From an optimization exercise on the open Yosys and OpenROAD flow, aimed at small area; shortcuts taken in it are not production practice.
Function was checked by simulation only, so behaviour that the tests miss may differ from the original.
Power and IR drop assume default switching activity.

==> flow/design.v <==
module jr_encoder(x, y, left, dir, dir_new, byte_out);
  input [7:0] x;
  wire [7:0] x;
  input [7:0] y;
  wire [7:0] y;
  input left;
  wire left;
  input dir;
  wire dir;
  output dir_new;
  wire dir_new;
  output [7:0] byte_out;
  wire [7:0] byte_out;
  wire _000_;
  wire _001_;
  wire _002_;
  wire _003_;
  wire _004_;
  wire _005_;
  wire _006_;
  wire _007_;
  wire _008_;
  wire _009_;
  wire _010_;
  wire _011_;
  wire _012_;
  wire _013_;
  wire _014_;
  wire _015_;
  wire _016_;
  wire _017_;
  wire _018_;
  wire _019_;
  wire _020_;
  wire _021_;
  wire _022_;
  wire _023_;
  wire _024_;
  wire _025_;
  wire _026_;
  wire _027_;
  wire _028_;
  wire _029_;
  wire _030_;
  wire _031_;
  wire _032_;
  wire _033_;
  wire _034_;
  wire _035_;
  wire _036_;
  wire _037_;
  wire _038_;
  wire _039_;
  wire _040_;
  wire _041_;
  wire _042_;
  wire _043_;
  wire _044_;
  wire _045_;
  wire _046_;
  wire _047_;
  wire _048_;
  wire _049_;
  wire _050_;
  wire _051_;
  wire _052_;
  wire _053_;
  wire _054_;
  wire _055_;
  wire _056_;
  wire _057_;
  wire _058_;
  wire _059_;
  wire _060_;
  wire _061_;
  wire _062_;
  wire _063_;
  wire _064_;
  wire _065_;
  wire _066_;
  wire _067_;
  wire _068_;
  wire _069_;
  wire _070_;
  wire _071_;
  wire _072_;
  wire _073_;
  wire _074_;
  wire _075_;
  wire _076_;
  wire _077_;
  wire _078_;
  wire _079_;
  wire _080_;
  wire _081_;
  wire _082_;
  wire _083_;
  wire _084_;
  wire _085_;
  wire _086_;
  wire _087_;
  wire _088_;
  wire _089_;
  wire _090_;
  wire _091_;
  wire _092_;
  wire _093_;
  wire _094_;
  wire _095_;
  wire _096_;
  wire _097_;
  wire _098_;
  wire _099_;
  wire _100_;
  wire _101_;
  wire _102_;
  wire _103_;
  wire _104_;
  wire _105_;
  wire _106_;
  wire _107_;
  wire _108_;
  wire _109_;
  wire _110_;
  wire _111_;
  wire _112_;
  wire _113_;
  wire _114_;
  wire _115_;
  wire _116_;
  wire _117_;
  wire _118_;
  wire _119_;
  wire _120_;
  wire _121_;
  wire _122_;
  wire _123_;
  wire _124_;
  wire _125_;
  wire _126_;
  wire _127_;
  wire _128_;
  wire _129_;
  wire _130_;
  wire _131_;
  wire _132_;
  wire _133_;
  wire _134_;
  wire _135_;
  wire _136_;
  wire _137_;
  wire _138_;
  wire _139_;
  wire _140_;
  wire _141_;
  wire _142_;
  wire _143_;
  wire _144_;
  wire _145_;
  wire _146_;
  wire _147_;
  wire _148_;
  wire _149_;
  wire _150_;
  wire _151_;
  wire _152_;
  wire _153_;
  wire _154_;
  wire _155_;
  wire _156_;
  wire _157_;
  wire _158_;
  wire _159_;
  wire _160_;
  wire _161_;
  wire _162_;
  wire _163_;
  wire _164_;
  wire _165_;
  wire _166_;
  wire _167_;
  wire _168_;
  wire _169_;
  wire _170_;
  wire _171_;
  wire _172_;
  wire _173_;
  wire _174_;
  wire _175_;
  wire _176_;
  wire _177_;
  wire _178_;
  wire _179_;
  wire _180_;
  wire _181_;
  wire _182_;
  wire _183_;
  wire _184_;
  wire _185_;
  wire _186_;
  wire _187_;
  wire _188_;
  wire _189_;
  wire _190_;
  wire _191_;
  wire _192_;
  wire _193_;
  wire _194_;
  wire _195_;
  wire _196_;
  wire _197_;
  wire _198_;
  wire _199_;
  wire _200_;
  wire _201_;
  wire _202_;
  wire _203_;
  wire _204_;
  wire _205_;
  wire _206_;
  wire _207_;
  wire _208_;
  wire _209_;
  wire _210_;
  wire _211_;
  wire _212_;
  wire _213_;
  wire _214_;
  wire _215_;
  wire _216_;
  wire _217_;
  wire _218_;
  wire _219_;
  wire _220_;
  wire _221_;
  wire _222_;
  wire _223_;
  wire _224_;
  wire _225_;
  wire _226_;
  wire _227_;
  wire _228_;
  wire _229_;
  wire _230_;
  wire _231_;
  wire _232_;
  wire _233_;
  wire _234_;
  wire _235_;
  wire _236_;
  wire _237_;
  wire _238_;
  wire _239_;
  wire _240_;
  wire _241_;
  wire _242_;
  wire _243_;
  wire _244_;
  wire _245_;
  wire _246_;
  wire _247_;
  wire _248_;
  wire _249_;
  wire _250_;
  wire _251_;
  wire _252_;
  wire _253_;
  wire _254_;
  wire _255_;
  wire _256_;
  wire _257_;
  wire _258_;
  wire _259_;
  wire _260_;
  wire _261_;
  wire _262_;
  wire _263_;
  wire _264_;
  wire _265_;
  wire _266_;
  wire _267_;
  wire [5:0] mag;
  assign _160_ = left & x[6];
  assign _171_ = ~(left | x[6]);
  assign _182_ = _171_ | _160_;
  assign _191_ = ~x[5];
  assign _198_ = ~(x[0] | x[1]);
  assign _199_ = x[2] & ~(_198_);
  assign _200_ = _191_ & ~(_199_);
  assign _201_ = ~(x[1] | x[2]);
  assign _202_ = _201_ | _191_;
  assign _203_ = x[0] & x[1];
  assign _204_ = _203_ | x[4];
  assign _205_ = _202_ & ~(_204_);
  assign _206_ = ~(_205_ | _200_);
  assign _207_ = x[5] & ~(x[6]);
  assign _208_ = _201_ ? _207_ : _191_;
  assign _209_ = ~(x[4] | x[1]);
  assign _210_ = x[2] & ~(_209_);
  assign _211_ = _210_ | _160_;
  assign _212_ = ~(_211_ | x[0]);
  assign _213_ = _212_ | ~(_208_);
  assign _214_ = _213_ & ~(_206_);
  assign _215_ = left & x[5];
  assign _216_ = x[4] & x[0];
  assign _217_ = _216_ | x[2];
  assign _218_ = ~(_217_ & _215_);
  assign _219_ = ~(x[5] | x[4]);
  assign _220_ = ~(_219_ | x[3]);
  assign _221_ = _218_ & ~(_220_);
  assign _222_ = ~(x[4] & x[1]);
  assign _223_ = left & ~(x[3]);
  assign _224_ = _222_ & ~(_223_);
  assign _225_ = _224_ | _191_;
  assign _226_ = _225_ & ~(_209_);
  assign _227_ = _211_ & ~(_226_);
  assign _228_ = _227_ | _221_;
  assign _229_ = _228_ | _214_;
  assign _230_ = ~(left | x[7]);
  assign _231_ = left & x[7];
  assign _232_ = ~(_231_ | _230_);
  assign _233_ = ~x[4];
  assign _234_ = _233_ & ~(_199_);
  assign _235_ = ~(_203_ | x[2]);
  assign _236_ = _235_ | _234_;
  assign _237_ = x[3] | ~(x[6]);
  assign _238_ = _237_ | ~(_215_);
  assign _239_ = ~left;
  assign _240_ = x[5] | ~(x[3]);
  assign _241_ = _239_ & ~(_240_);
  assign _242_ = _238_ & ~(_241_);
  assign _243_ = _236_ & ~(_242_);
  assign _244_ = _243_ | _232_;
  assign _245_ = _229_ & ~(_244_);
  assign _246_ = x[0] & ~(x[6]);
  assign _247_ = x[3] & ~(_246_);
  assign _248_ = _247_ & ~(_234_);
  assign _249_ = _199_ & ~(_233_);
  assign _250_ = _239_ & ~(_249_);
  assign _251_ = _250_ | _208_;
  assign _252_ = _248_ & ~(_251_);
  assign _253_ = _245_ & ~(_252_);
  assign _254_ = ~(_206_ & x[3]);
  assign _255_ = _248_ | ~(_219_);
  assign _256_ = _254_ & ~(_255_);
  assign _257_ = _253_ & ~(_256_);
  assign _258_ = ~(_257_ | _182_);
  assign _259_ = _237_ | _206_;
  assign _260_ = _245_ & ~(_259_);
  assign _261_ = _249_ | x[5];
  assign _262_ = _235_ & _222_;
  assign _263_ = _261_ & ~(_262_);
  assign _264_ = _263_ | x[3];
  assign _265_ = _264_ & ~(x[6]);
  assign _266_ = _265_ | _260_;
  assign _267_ = _266_ | _258_;
  assign _000_ = left & ~(x[4]);
  assign _001_ = x[1] & x[2];
  assign _002_ = _253_ & ~(_001_);
  assign _003_ = ~(x[5] & x[3]);
  assign _004_ = _003_ | _002_;
  assign _005_ = _004_ ? x[4] : _000_;
  assign _006_ = _005_ ^ _267_;
  assign _007_ = ~(x[4] | x[6]);
  assign _008_ = _007_ & ~(x[3]);
  assign _009_ = _008_ | _191_;
  assign _010_ = _009_ ? _230_ : _231_;
  assign _011_ = ~(_010_ | _006_);
  assign _012_ = x[3] & ~(_007_);
  assign _013_ = x[4] & x[6];
  assign _014_ = _013_ | _191_;
  assign _015_ = _014_ | _012_;
  assign _016_ = x[5] | ~(x[6]);
  assign _017_ = x[4] & ~(_016_);
  assign _018_ = _015_ & ~(_017_);
  assign _019_ = _018_ | _232_;
  assign _020_ = _013_ | _007_;
  assign _021_ = ~(_020_ | _006_);
  assign _022_ = _019_ & ~(_021_);
  assign _023_ = _022_ | _011_;
  assign _024_ = ~y[2];
  assign _025_ = ~(y[3] | y[5]);
  assign _026_ = _025_ | y[4];
  assign _027_ = _026_ | _024_;
  assign _028_ = y[3] & y[5];
  assign _029_ = ~y[4];
  assign _030_ = _025_ & ~(_029_);
  assign _031_ = _030_ | _028_;
  assign _032_ = _027_ & ~(_031_);
  assign _033_ = y[2] & ~(_028_);
  assign _034_ = _033_ ? _029_ : _026_;
  assign _035_ = ~y[7];
  assign _036_ = ~y[5];
  assign _037_ = y[0] & ~(y[4]);
  assign _038_ = _037_ | _024_;
  assign _039_ = ~(_038_ & y[1]);
  assign _040_ = _039_ | y[3];
  assign _041_ = _040_ | _029_;
  assign _042_ = _037_ & ~(y[2]);
  assign _043_ = y[4] & ~(y[0]);
  assign _044_ = y[1] & ~(_043_);
  assign _045_ = _039_ & ~(_044_);
  assign _046_ = _045_ | _042_;
  assign _047_ = ~y[3];
  assign _048_ = y[2] | y[1];
  assign _049_ = ~(_048_ | _043_);
  assign _050_ = _049_ | _047_;
  assign _051_ = _046_ & ~(_050_);
  assign _052_ = _041_ & ~(_051_);
  assign _053_ = _047_ & ~(_043_);
  assign _054_ = y[2] & y[1];
  assign _055_ = _038_ & ~(_044_);
  assign _056_ = ~(_055_ | _054_);
  assign _057_ = _053_ & ~(_056_);
  assign _058_ = _029_ & ~(_054_);
  assign _059_ = _057_ & ~(_058_);
  assign _060_ = _052_ & ~(_059_);
  assign _061_ = _036_ & ~(_060_);
  assign _062_ = ~(y[0] | y[3]);
  assign _063_ = _056_ & ~(_062_);
  assign _064_ = _047_ & ~(_056_);
  assign _065_ = _064_ | _036_;
  assign _066_ = _065_ | _063_;
  assign _067_ = ~(_066_ | _053_);
  assign _068_ = _067_ | ~(_040_);
  assign _069_ = _068_ | _061_;
  assign _070_ = ~(y[4] | y[5]);
  assign _071_ = ~(y[4] & y[5]);
  assign _072_ = ~(_071_ | y[0]);
  assign _073_ = _072_ | _070_;
  assign _074_ = y[2] | ~(y[6]);
  assign _075_ = _073_ & ~(_074_);
  assign _076_ = _069_ & ~(_075_);
  assign _077_ = _076_ | _035_;
  assign _078_ = ~y[6];
  assign _079_ = _078_ & ~(_070_);
  assign _080_ = _079_ & _049_;
  assign _081_ = _036_ & ~(_080_);
  assign _082_ = y[3] | ~(y[6]);
  assign _083_ = _054_ & ~(_082_);
  assign _084_ = _083_ | _057_;
  assign _085_ = _084_ | ~(_052_);
  assign _086_ = ~(_085_ | _081_);
  assign _087_ = ~_086_;
  assign _088_ = ~_048_;
  assign _089_ = y[4] & ~(_051_);
  assign _090_ = _088_ & ~(_089_);
  assign _091_ = _058_ & ~(_047_);
  assign _092_ = _089_ & ~(_024_);
  assign _093_ = _092_ | _091_;
  assign _094_ = _093_ | _090_;
  assign _095_ = y[5] & y[6];
  assign _096_ = ~(y[4] & y[3]);
  assign _097_ = _096_ | ~(_048_);
  assign _098_ = _095_ & ~(_097_);
  assign _099_ = _086_ & ~(_098_);
  assign _100_ = _094_ ? _087_ : _099_;
  assign _101_ = _034_ ? y[6] : _079_;
  assign _102_ = _077_ ? _100_ : _101_;
  assign _103_ = y[6] & ~(y[7]);
  assign _104_ = _102_ ? _034_ : _103_;
  assign _105_ = _104_ | _032_;
  assign _106_ = _104_ & _032_;
  assign _107_ = _105_ & ~(_106_);
  assign _108_ = _023_ & ~(_107_);
  assign _109_ = _025_ & ~(y[2]);
  assign _110_ = _109_ | _088_;
  assign _111_ = ~_070_;
  assign _112_ = ~(y[1] | y[3]);
  assign _113_ = y[0] & ~(_112_);
  assign _114_ = _113_ | _111_;
  assign _115_ = _114_ | ~(_110_);
  assign _116_ = ~(_115_ & _066_);
  assign _117_ = ~(_116_ | _076_);
  assign _118_ = _035_ & ~(_089_);
  assign _119_ = _118_ | _078_;
  assign _120_ = _119_ | _117_;
  assign _121_ = _078_ & ~(_069_);
  assign _122_ = ~(y[4] | y[6]);
  assign _123_ = ~(_122_ & _032_);
  assign _124_ = ~(_123_ | _102_);
  assign _125_ = _124_ | _035_;
  assign _126_ = _125_ | _121_;
  assign _127_ = ~(_085_ & _036_);
  assign _128_ = _035_ & ~(_098_);
  assign _129_ = _086_ | ~(_128_);
  assign _130_ = _127_ & ~(_129_);
  assign _131_ = _126_ & ~(_130_);
  assign _132_ = _120_ & ~(_131_);
  assign _133_ = _171_ | ~(_257_);
  assign _134_ = _254_ | _227_;
  assign _135_ = ~(_134_ & _230_);
  assign _136_ = _265_ & ~(_135_);
  assign _137_ = _136_ | _260_;
  assign _138_ = _133_ & ~(_137_);
  assign _139_ = _138_ | _132_;
  assign _140_ = _139_ | _006_;
  assign _141_ = ~(_006_ | _232_);
  assign _142_ = _139_ ? _141_ : _006_;
  assign _143_ = ~(y[7] | y[6]);
  assign _144_ = ~(_143_ ^ _102_);
  assign _145_ = _144_ & _142_;
  assign _146_ = _140_ & ~(_145_);
  assign _147_ = ~(_107_ ^ _023_);
  assign _148_ = _147_ & _146_;
  assign _149_ = ~(_148_ | _108_);
  assign _150_ = y[7] & ~(_106_);
  assign _151_ = _105_ & ~(_150_);
  assign _152_ = _151_ ^ _078_;
  assign _153_ = _025_ | ~(_071_);
  assign _154_ = _111_ & ~(_153_);
  assign _155_ = _154_ ^ _152_;
  assign _156_ = ~(_155_ & _149_);
  assign _157_ = ~(_230_ & _219_);
  assign _158_ = ~(x[7] & x[4]);
  assign _159_ = _215_ & ~(_158_);
  assign _161_ = _157_ & ~(_159_);
  assign _162_ = _006_ & ~(_161_);
  assign _163_ = _182_ & ~(_232_);
  assign _164_ = ~(_163_ | _162_);
  assign _165_ = _155_ ^ _149_;
  assign _166_ = _207_ | ~(_016_);
  assign _167_ = _023_ & ~(_166_);
  assign _168_ = ~(_167_ | _164_);
  assign _169_ = _168_ & ~(_165_);
  assign _170_ = _169_ | _164_;
  assign _172_ = _170_ & _156_;
  assign _173_ = _151_ | _078_;
  assign _174_ = ~(_173_ | _096_);
  assign _175_ = _151_ & _122_;
  assign _176_ = _095_ & ~(_035_);
  assign _177_ = _143_ & ~(y[5]);
  assign _178_ = _177_ | _176_;
  assign _179_ = _178_ | _175_;
  assign _180_ = ~(_179_ | _174_);
  assign _181_ = _172_ | ~(_180_);
  assign _183_ = _170_ | _156_;
  assign _184_ = y[6] | ~(y[7]);
  assign _185_ = _071_ & ~(_184_);
  assign _186_ = _103_ & ~(_070_);
  assign _187_ = _186_ & ~(_109_);
  assign _188_ = _187_ | _185_;
  assign _189_ = _183_ & ~(_188_);
  assign byte_out[7] = _172_ & ~(_180_);
  assign _190_ = byte_out[7] | ~(_189_);
  assign byte_out[6] = _181_ & ~(_190_);
  assign _192_ = _189_ | _181_;
  assign _193_ = _168_ ^ _165_;
  assign byte_out[5] = _192_ & ~(_193_);
  assign _194_ = ~(_147_ ^ _146_);
  assign byte_out[4] = _192_ & ~(_194_);
  assign _195_ = _144_ ^ _142_;
  assign byte_out[3] = _192_ & ~(_195_);
  assign _196_ = _138_ ^ _132_;
  assign byte_out[2] = _192_ & ~(_196_);
  assign _197_ = _128_ | ~(dir);
  assign dir_new = ~(_197_ & _125_);
  assign mag = byte_out[7:2];
  assign byte_out[1:0] = { dir_new, left };
endmodule
module jr_core (
    input  wire        clk,
    input  wire        rst,
    input  wire [7:0]  cmd,
    input  wire        cmd_valid,
    output wire        cmd_ready,
    input  wire [7:0]  opd_x,
    input  wire [7:0]  opd_y,
    input  wire [15:0] opd_d,
    input  wire [15:0] opd_ax,
    input  wire [15:0] opd_ay,
    input  wire [15:0] opd_az,
    output wire [63:0] res,
    output reg         res_valid,
    input  wire        echo,
    output wire        trig,
    input  wire        tick0,
    input  wire        tick1,
    output reg  [7:0]  tx_data,
    output reg         tx_valid,
    input  wire        tx_ready,
    input  wire        rx_avail,
    input  wire [7:0]  rx_data,
    output wire        rx_take,
    input  wire        confirm,
    output wire [1:0]  act_dir_L,
    output wire [1:0]  act_dir_R,
    output wire [7:0]  act_duty_L,
    output wire [7:0]  act_duty_R,
    output reg  [1:0]  disp
);
    localparam [22:0] K = 23'd4563403;
    reg [61:0] s0, s1;           
    reg        p0, p1;           
    reg        run0, run1;
    reg        echo_lvl;
    reg        dir, obs, hs, rfsm;
    reg        nL, fL, nR, fR;   
    reg [5:0]  duL, duR;         
    reg        rng;              
    reg [4:0]  rc;               
    reg        sat;              
    reg        r0, r1, sb, sf, rg;   
    assign cmd_ready = !tx_valid && !rng && !res_valid;
    wire       acc = cmd_valid && cmd_ready;
    wire [3:0] op  = cmd[7:4];
    wire       ci  = cmd[0];
    wire o_start = acc && op == 4'h1;
    wire o_stop  = acc && op == 4'h2;
    wire o_reset = acc && op == 4'h3;
    wire o_read  = acc && op == 4'h4;
    wire o_range = acc && op == 4'h5;
    wire o_enc   = acc && op == 4'h6;
    wire o_send  = acc && op == 4'h7;
    wire o_fault = acc && op == 4'h8;
    wire o_coll  = acc && op == 4'h9;
    wire o_robot = acc && op == 4'hA;
    wire o_remote= acc && op == 4'hB;
    wire o_conf  = acc && op == 4'hC;
    wire o_load  = acc && op == 4'hD;
    wire samp = rng && rc == 5'd11;
    wire step = rng && (rc[4] || (rc[3] && rc[2]));
    wire done = rng && rc == 5'd31;
    wire mv   = res_valid && rg;
    assign trig = rng && rc >= 5'd2 && rc <= 5'd11;
    wire echo_rise = echo && !echo_lvl;
    wire echo_fall = !echo && echo_lvl;
    wire [61:0] ldv = {opd_d[5:0], opd_az, opd_ay, opd_ax, opd_x};
    wire [44:0] c0l;
    assign c0l[0]    = p0;
    assign c0l[44:1] = c0l[43:0] & s0[43:0];
    wire [43:0] lo_inc = s0[43:0] ^ c0l[43:0];
    wire        hi_cin = (step || mv) ? p0 : c0l[44];
    wire [18:0] c0h;
    assign c0h[0]    = hi_cin;
    assign c0h[18:1] = c0h[17:0] & s0[61:44];
    wire [17:0] hi_inc = s0[61:44] ^ c0h[17:0];
    wire [61:0] c1;
    assign c1[0]    = p1;
    assign c1[61:1] = c1[60:0] & s1[60:0];
    wire [61:0] s1_inc = s1 ^ c1;
    wire [24:0] msum   = {1'b0, s0[43:20]} + (s0[0] ? {2'b00, K} : 25'd0);
    always @(posedge clk) begin
        if (rst) begin
            echo_lvl <= 1'b0;
            run0 <= 1'b0; p0 <= 1'b0; s0 <= 62'd0;
            run1 <= 1'b0; p1 <= 1'b0; s1 <= 62'd0;
        end else begin
            echo_lvl <= echo;
            if (samp)
                run0 <= 1'b0;
            else if (o_start && !ci)
                run0 <= 1'b1;
            else if ((o_stop || o_reset) && !ci)
                run0 <= 1'b0;
            else if (echo_rise)
                run0 <= 1'b1;
            else if (echo_fall)
                run0 <= 1'b0;
            p0 <= tick0 && run0 && !samp && !((o_reset || o_load) && !ci);
            if (o_reset && !ci)
                s0 <= 62'd0;
            else if (o_load && !ci)
                s0 <= ldv;
            else if (step)
                s0 <= {hi_inc, msum, s0[19:1]};
            else if (mv)
                s0 <= {56'd0, hi_inc[5:0]};
            else if (samp)
                s0 <= {18'd0, lo_inc[43:38], 1'b1, lo_inc[36:0]};
            else
                s0 <= {hi_inc, lo_inc[43:0]};
            if (o_start && ci)
                run1 <= 1'b1;
            else if ((o_stop || o_reset) && ci)
                run1 <= 1'b0;
            p1 <= tick1 && run1 && !((o_reset || o_load) && ci);
            if (o_reset && ci)
                s1 <= 62'd0;
            else if (o_load && ci)
                s1 <= ldv;
            else
                s1 <= s1_inc;
        end
        if (samp)
            sat <= |{hi_inc, lo_inc[43:20]};
    end
    assign rx_take = (o_robot || (o_remote && !rfsm)) && rx_avail;
    wire coll = ($signed(opd_ax) > 16'sd500) || ($signed(opd_ax) < -16'sd500) ||
                ($signed(opd_ay) > 16'sd500) || ($signed(opd_ay) < -16'sd500) ||
                ($signed(opd_az) > 16'sd1500) || ($signed(opd_az) < 16'sd500);
    wire lt30 = opd_d < 16'd30;
    wire       enc_dir;
    wire [7:0] enc_byte;
    jr_encoder u_enc (
        .x(opd_x), .y(opd_y), .left(cmd[1:0] != 2'b00), .dir(dir),
        .dir_new(enc_dir), .byte_out(enc_byte)
    );
    wire enc_go  = o_enc || (o_send && !rfsm);
    wire tx_go   = (o_send && !rfsm) || (o_fault && !hs && (lt30 != obs)) ||
                   (o_coll && !hs && coll) || (o_conf && rfsm && confirm);
    wire rb_act  = o_robot && rx_avail && !hs;
    always @(posedge clk) begin
        if (rst) begin
            dir <= 1'b0; obs <= 1'b0; hs <= 1'b0; rfsm <= 1'b0;
            nL <= 1'b1; fL <= 1'b0; duL <= 6'd0;
            nR <= 1'b1; fR <= 1'b0; duR <= 6'd0;
            disp <= 2'd0;
            tx_valid <= 1'b0;
            rng <= 1'b0;
            res_valid <= 1'b0;
        end else begin
            if (enc_go)
                dir <= enc_dir;
            if (o_fault && !hs)
                obs <= lt30;
            if (o_coll && !hs && coll) begin
                hs <= 1'b1;
                nL <= 1'b1; fL <= 1'b0; duL <= 6'd0;
                nR <= 1'b1; fR <= 1'b0; duR <= 6'd0;
            end
            if (o_robot && rx_avail && hs && rx_data == 8'h31)
                hs <= 1'b0;
            if (rb_act && rx_data[0]) begin
                nL <= 1'b0; fL <= rx_data[1]; duL <= rx_data[7:2];
            end
            if (rb_act && !rx_data[0]) begin
                nR <= 1'b0; fR <= rx_data[1]; duR <= rx_data[7:2];
            end
            if (o_remote && !rfsm && rx_avail) begin
                case (rx_data)
                    8'h30:   disp <= 2'd0;
                    8'h31:   begin disp <= 2'd1; rfsm <= 1'b1; end
                    8'h32:   disp <= 2'd2;
                    default: disp <= 2'd3;
                endcase
            end
            if (o_conf && rfsm && confirm) begin
                disp <= 2'd0;
                rfsm <= 1'b0;
            end
            if (tx_go)
                tx_valid <= 1'b1;
            else if (tx_ready)
                tx_valid <= 1'b0;
            if (o_range && !hs)
                rng <= 1'b1;
            else if (done)
                rng <= 1'b0;
            res_valid <= (acc && !(op == 4'h5 && !hs)) || done;
        end
        if (acc) begin
            if (op == 4'h8)
                tx_data <= lt30 ? 8'h32 : 8'h30;
            else if (op == 4'h9 || op == 4'hC)
                tx_data <= 8'h31;
            else if (op == 4'hA || op == 4'hB)
                tx_data <= rx_data;
            else
                tx_data <= enc_byte;
        end
        rc <= o_range ? 5'd0 : rc + 5'd1;
        r0 <= o_read && !ci;
        r1 <= o_read && ci;
        sb <= enc_go || rx_take;
        sf <= rx_take;
        rg <= done;
    end
    assign act_dir_L  = {nL, fL};    
    assign act_dir_R  = {nR, fR};
    assign act_duty_L = {duL, 2'b00};
    assign act_duty_R = {duR, 2'b00};
    wire [15:0] dist_cm = (sat || s0[42]) ? 16'hFFFF : s0[41:26];
    assign res = ({64{r0}} & {s0, 2'b00}) |
                 ({64{r1}} & {s1, 2'b00}) |
                 ({64{sb}} & {56'd0, tx_data}) |
                 ({64{sf}} & 64'h100) |
                 ({64{rg}} & {48'd0, dist_cm});
endmodule
==> flow/flow/run.sh <==
#!/bin/bash
# Own layout flow: the standard ORFS flow (standard.sh) with three changes.
#  1. Synthesis is ORFS's synthesis run by synth_recipe.tcl, except that adders
#     are left to ABC as plain logic (no Kogge-Stone carry map, no full/half
#     adder extraction) and ABC optimises for area (flow/abc_area.script:
#     &deepsyn for 10 minutes, then area-oriented mapping). Registers are
#     mapped before ABC runs, so their names and cells are the standard ones.
#  2. Port buffers are sky130_fd_sc_hd__buf_1 (every port still gets one).
#  3. Optional CTS arguments from flow/cts_args.txt.
# Each tool's output goes to a log file in this folder (and ORFS's own logs
# under orfs/logs).
set -euo pipefail
W=$(pwd)
{
  cat "$W/flow/synth_procs.tcl"
  tail -n +2 "$W/synth_recipe.tcl"
} > "$W/own_synth.tcl"
sed "s#SYNTH_SCRIPT=[^ ]*synth_recipe.tcl#SYNTH_SCRIPT=$W/own_synth.tcl#" "$W/standard.sh" > "$W/own_standard.sh"
grep -q "SYNTH_SCRIPT=$W/own_synth.tcl" "$W/own_standard.sh"
export OWN_ABC_SCRIPT="$W/flow/abc_area.script"
export BUFFER_PORTS_ARGS="-buffer_cell sky130_fd_sc_hd__buf_1"
if [[ -f "$W/flow/cts_args.txt" ]]; then
  export CTS_ARGS="$(cat "$W/flow/cts_args.txt")"
fi
bash "$W/own_standard.sh" > "$W/make_finish.log" 2>&1
test -f "$W/out/final.def"
==> flow/flow/abc_area.script <==
strash
&get -n
&fraig -x
&put
scorr
dc2
strash
&get -n
&deepsyn -T 600
&dch -f
&nf -a -R 1000 -F 50 -A 50
&put
topo
==> flow/flow/cts_args.txt <==
-sink_clustering_enable -repair_clock_nets -buf_list sky130_fd_sc_hd__clkbuf_8 -dont_use_dummy_load
==> flow/flow/synth_procs.tcl <==
# Wrappers around three Yosys commands of ORFS's synth.tcl (sourced next).
proc synth {args} {
  # keep Yosys's ripple adders: drop ORFS's Kogge-Stone carry map
  set a {}
  set skip 0
  foreach x $args {
    if {$skip} { set skip 0; continue }
    if {$x eq "-extra-map"} { set skip 1; continue }
    lappend a $x
  }
  yosys synth -nofsm -noshare {*}$a
}
proc extract_fa {args} {}
proc abc {args} {
  set i [lsearch -exact $args -script]
  if {$i >= 0} { set args [lreplace $args $i [expr {$i + 1}] -script $::env(OWN_ABC_SCRIPT)] }
  yosys abc {*}$args
}
==> flow/standard.sh <==
#!/bin/bash
# synth_recipe.tcl (not shown) runs the flow's synth.tcl, then flattens the netlist and writes it again
# the make line also repeats each setting of config.mk as NAME=value (left out here)
make -C /OpenROAD-flow-scripts/flow DESIGN_CONFIG=/design/flow/config.mk WORK_HOME=/design/flow/orfs CLKGATE_MAP_FILE= SYNTH_SCRIPT=/design/flow/synth_recipe.tcl "${@:-finish}"
==> flow/config.mk <==
export PLATFORM = sky130hd
export DESIGN_NAME = jr_core
export DESIGN_NICKNAME = jr_core
export VERILOG_FILES = /design/flow/design.v
export SDC_FILE = /design/flow/constraint.sdc
export NUM_CORES = 4
export LEC_CHECK = 0
export CAP_MARGIN = 0
export CORE_MARGIN = 2
export CORE_UTILIZATION = 40
export CTS_BUF_LIST = sky130_fd_sc_hd__clkbuf_8
export SLEW_MARGIN = 0
==> flow/constraint.sdc <==
create_clock -name core_clock -period 40.0 [get_ports {clk}]
set_input_delay 8.0000 -clock core_clock [delete_from_list [all_inputs] [get_ports {clk}]]
set_output_delay 8.0000 -clock core_clock [all_outputs]
set_load 0.01 [all_outputs]
==> reports/metrics.cfg <==
[sta]
finalCritPeriodShare=0.440
fin_setup_tns_ps=0
final.setup.worst_slack_ps=22410
timing.max_slew.rel_slack=0.369
final_hold_viol_count=0
rsz0062_at_grt=no
max_freq_mhz=56.8
finalCriticalPeriod_ps=17590
skew_ps=34.0
maxSlewViolCount=0
setup_violations=0
transition_time_of_the_tightest_slew_check_pin_ps=923

[min_path]
hold_path.class=register to register
worst_hold_path.endpoint=p1
min_path_cells=2
hold_path.startpoint=run1

[clock_network]
tritoncts=yes
cts-resized-gates=0
holdBufCountCts=0
cts_inserted_buffers=17
clock_tree.buffer_depth=2
cell_at_the_root_of_the_clock_tree=clkbuf_8
cts_sinks=173
cts_setup_buffers=0
cts.clk_slew.worst_paths_ps=90
later_pin_clock_latency_in_the_skew_report_ps=470
htree_levels=4

[placed_design]
placement.cell_area_um2=10800
io_buffer_count=197
place.detailed.hpwl_um=22500
pre_cts_slack_ps=22450
place_congestion=0.914
dp_cells=1755

[synth]
register_bit_count_reported_by_yosys=173
synthesis.area_per_instance_um2=7.81
post_synth_num_cell_types=55
warning_count_from_the_yosys_run=1
synth_flop_cell=dfxtp_1
number_of_cells_produced_by_synthesis=1235
synth-edff-count=9
fraction_of_registers_with_async_set_reset=0
mappedNetlistArea_um2=9640
synth.yosys.seq_area_share=0.368

[detailed_routing]
drc=0
via_per_inst=5.81
drtIter0Drc=865
final_antenna_net_count=0
routed_vias=10300
detail_route.wirelength_um=30800
wire_per_inst_um=17.4
detail_route.first_pass.iterations=5

[global_route]
grt_pass1_wl_um=49700
sum_of_overflow_across_all_layers_after_global_routing=0
grt_pass1_vias=9511
antenna_violations_before_repair=2
pin_count_of_the_biggest_net_entering_global_routing=64
groute.usage.overall=0.239

[worst_setup_path]
worst-path-buf-inv=3
cpMostUsedCell=buf_1
critical_path_class=input port to primary output
r2r_setup_slack_ps=29660
worst-endpoint-required_ps=32000
capturing_element_type_of_the_critical_path=primary output
worstPathCellList=buf_1 > clkinv_1 > nor2_1 > and3_1 > buf_1
arrival_ps=9590
cp_num_cells=5
stage_delay_of_the_slowest_cell_on_the_critical_path_ps=470
r2r-end=s1[61]
timing.reg2reg.worst_path_depth=40
critPathMaxFanout=11
slowest_stage=nor2_1
startpoint_type=input port
timing.rr.start=s1[0]
cp_top_family=simple AND/OR/NAND/NOR gates

[floorplan]
fp.dieH_um=159
floorplan_die_area_um2=25400
std_cell_rows=56
floorplan.initialDensity=0.410
floorplan.core_area_um2=23500
die-width_um=159
io_pins=204

[finish]
antenna_cells_inserted=0
area_added_between_synthesis_and_finish_pct=14.6
filler_cell_count=2493
post_route_cells_drive_above_1_share=0.0220
final_core_util=0.469
postLayoutCellArea_um2=11000
final_cell_count_no_fill=1772
final_net_count=1560

[power_and_ir_drop]
worst_ir_drop_vdd_mv=0.0165
leakage_nw=4.05
cellPowerDensity_nw_per_um2=30.7

[run]
max-cap-violations=0

[status]
result_of_the_run=timing/DRC/antenna clean

-- cell families after synthesis --
group                  synth area share
AO/OA/AOI/OAI                     0.324
XOR/XNOR                         0.0345
buffers and inverters            0.0121
flip-flops                        0.368
multiplexers                    0.00234
other                          0.000389
AND/OR/NAND/NOR                   0.258
-- Yosys cell counts (all sizes together) (8+ instances only) --
cell	count	area [um2]
nor4	22	138
and3	57	357
a221o	13	130
nor2	90	338
a211oi	8	60.1
a31oi	8	50.1
and2	32	200
nand2b	16	100
a22oi	20	150
or2	10	62.6
o31ai	53	398
a21oi	130	651
dfxtp	164	3280
nand3	21	105
buf	8	60.1
o21ai	103	515
xnor2	28	245
nor3	38	190
nor2b	8	50.1
edfxtp	9	270
clkinv	15	56.3
nand2	208	781
xor2	10	87.6
o211ai	8	60.1
a22o	66	578
-- worst register-to-register path, delay by kind of cell (launching register included) --
kind	cells	cell delay, ps
and+or+nand+nor	38	9480
DFF	1	400
AOI/OAI and AO/OA	2	330
-- sequential cells by signal (all words and copies together) (netlist names), 2 cells and up --
name     flops
disp         2
duL          6
duR          6
rc           5
s0          62
s1          62
tx_data      8
-- routing by layer --
metal | up-vias | routed length, um | track usage
li1 | 5136 | - | -
met1 | 4809 | 14200 | 0.321
met2 | 319 | 14100 | 0.392
met3 | 32 | 2000 | 0.0552
met4 | 2 | 457 | 0.0562
met5 | - | 13 | 0
-- report_power, final --
group	leakage, nW	internal [mW]	switching, mW
Sequential	1.41	0.181	0.00735
Combinational	2.52	0.0207	0.0351
Clock	0.122	0.0376	0.0574
Total	4.05	0.239	0.0998
-- how the worst max path moves through the flow --
stage | startpoint | endpoint | slack (ps)
2_1_floorplan | cmd[6] | rx_take | 23220
3_3_place_gp | cmd[5] | rx_take | 22480
3_5_place_dp | cmd[5] | rx_take | 22450
4_1_cts | cmd[5] | rx_take | 22430
5_1_grt | cmd[5] | rx_take | 22250
6_report | cmd[5] | rx_take | 22410
-- area by class of cell --
cell class	instances	area, um2	area share
multi-input combinational	1042	6000	0.543
sequential	173	3560	0.322
timing repair buffer	206	807	0.0730
tap	319	399	0.0361
clock buffer	17	234	0.0212
inverter	15	56.3	0.00510
-- cells in the final DEF (no fill, tap or decap), drive strengths merged, types with 22 or more instances in the layout --
master  instances
a21oi         130
a22o           66
and2           32
and3           57
buf           206
dfxtp         164
nand2         208
nor2           90
nor3           38
nor4           22
o21ai         103
o31ai          53
xnor2          28
-- stage by stage --
step	power, mW	hold slack (ps)
4_1_cts	0.341	447
3_5_place_dp	0.247	433
5_1_grt	0.358	465
2_1_floorplan	0.225	410
3_3_place_gp	0.247	435
6_report	0.339	443

static timing again, ports no longer ideal:
The results above use ideal ports. As a check the final layout listed here was re-extracted and re-timed, cells and wires unchanged. Step 1 (the two cells are an assumption about what drives the block):
set clk [get_ports {clk}]
set_driving_cell -lib_cell sky130_fd_sc_hd__clkbuf_16 $clk
set_driving_cell -lib_cell sky130_fd_sc_hd__buf_2 [delete_from_list [all_inputs] $clk]
Step 2 also shifts input and output timing later by t, the mid clock arrival at the registers, as if the neighbouring blocks saw the same clock. Three values: ideal ports, drivers, drivers and shift; two values: the first two.
shift t [ns]: 0.495
setup slack, ns: 22.409 / 22.364 / 22.364
worst hold slack (ns): 0.443 / 0.443 / 0.443
worst setup path at the end: input to output
After both steps setup and hold are still met in this run. The setup slack of this run moves by -0.045 ns with the drivers and by -0.045 ns with both steps.
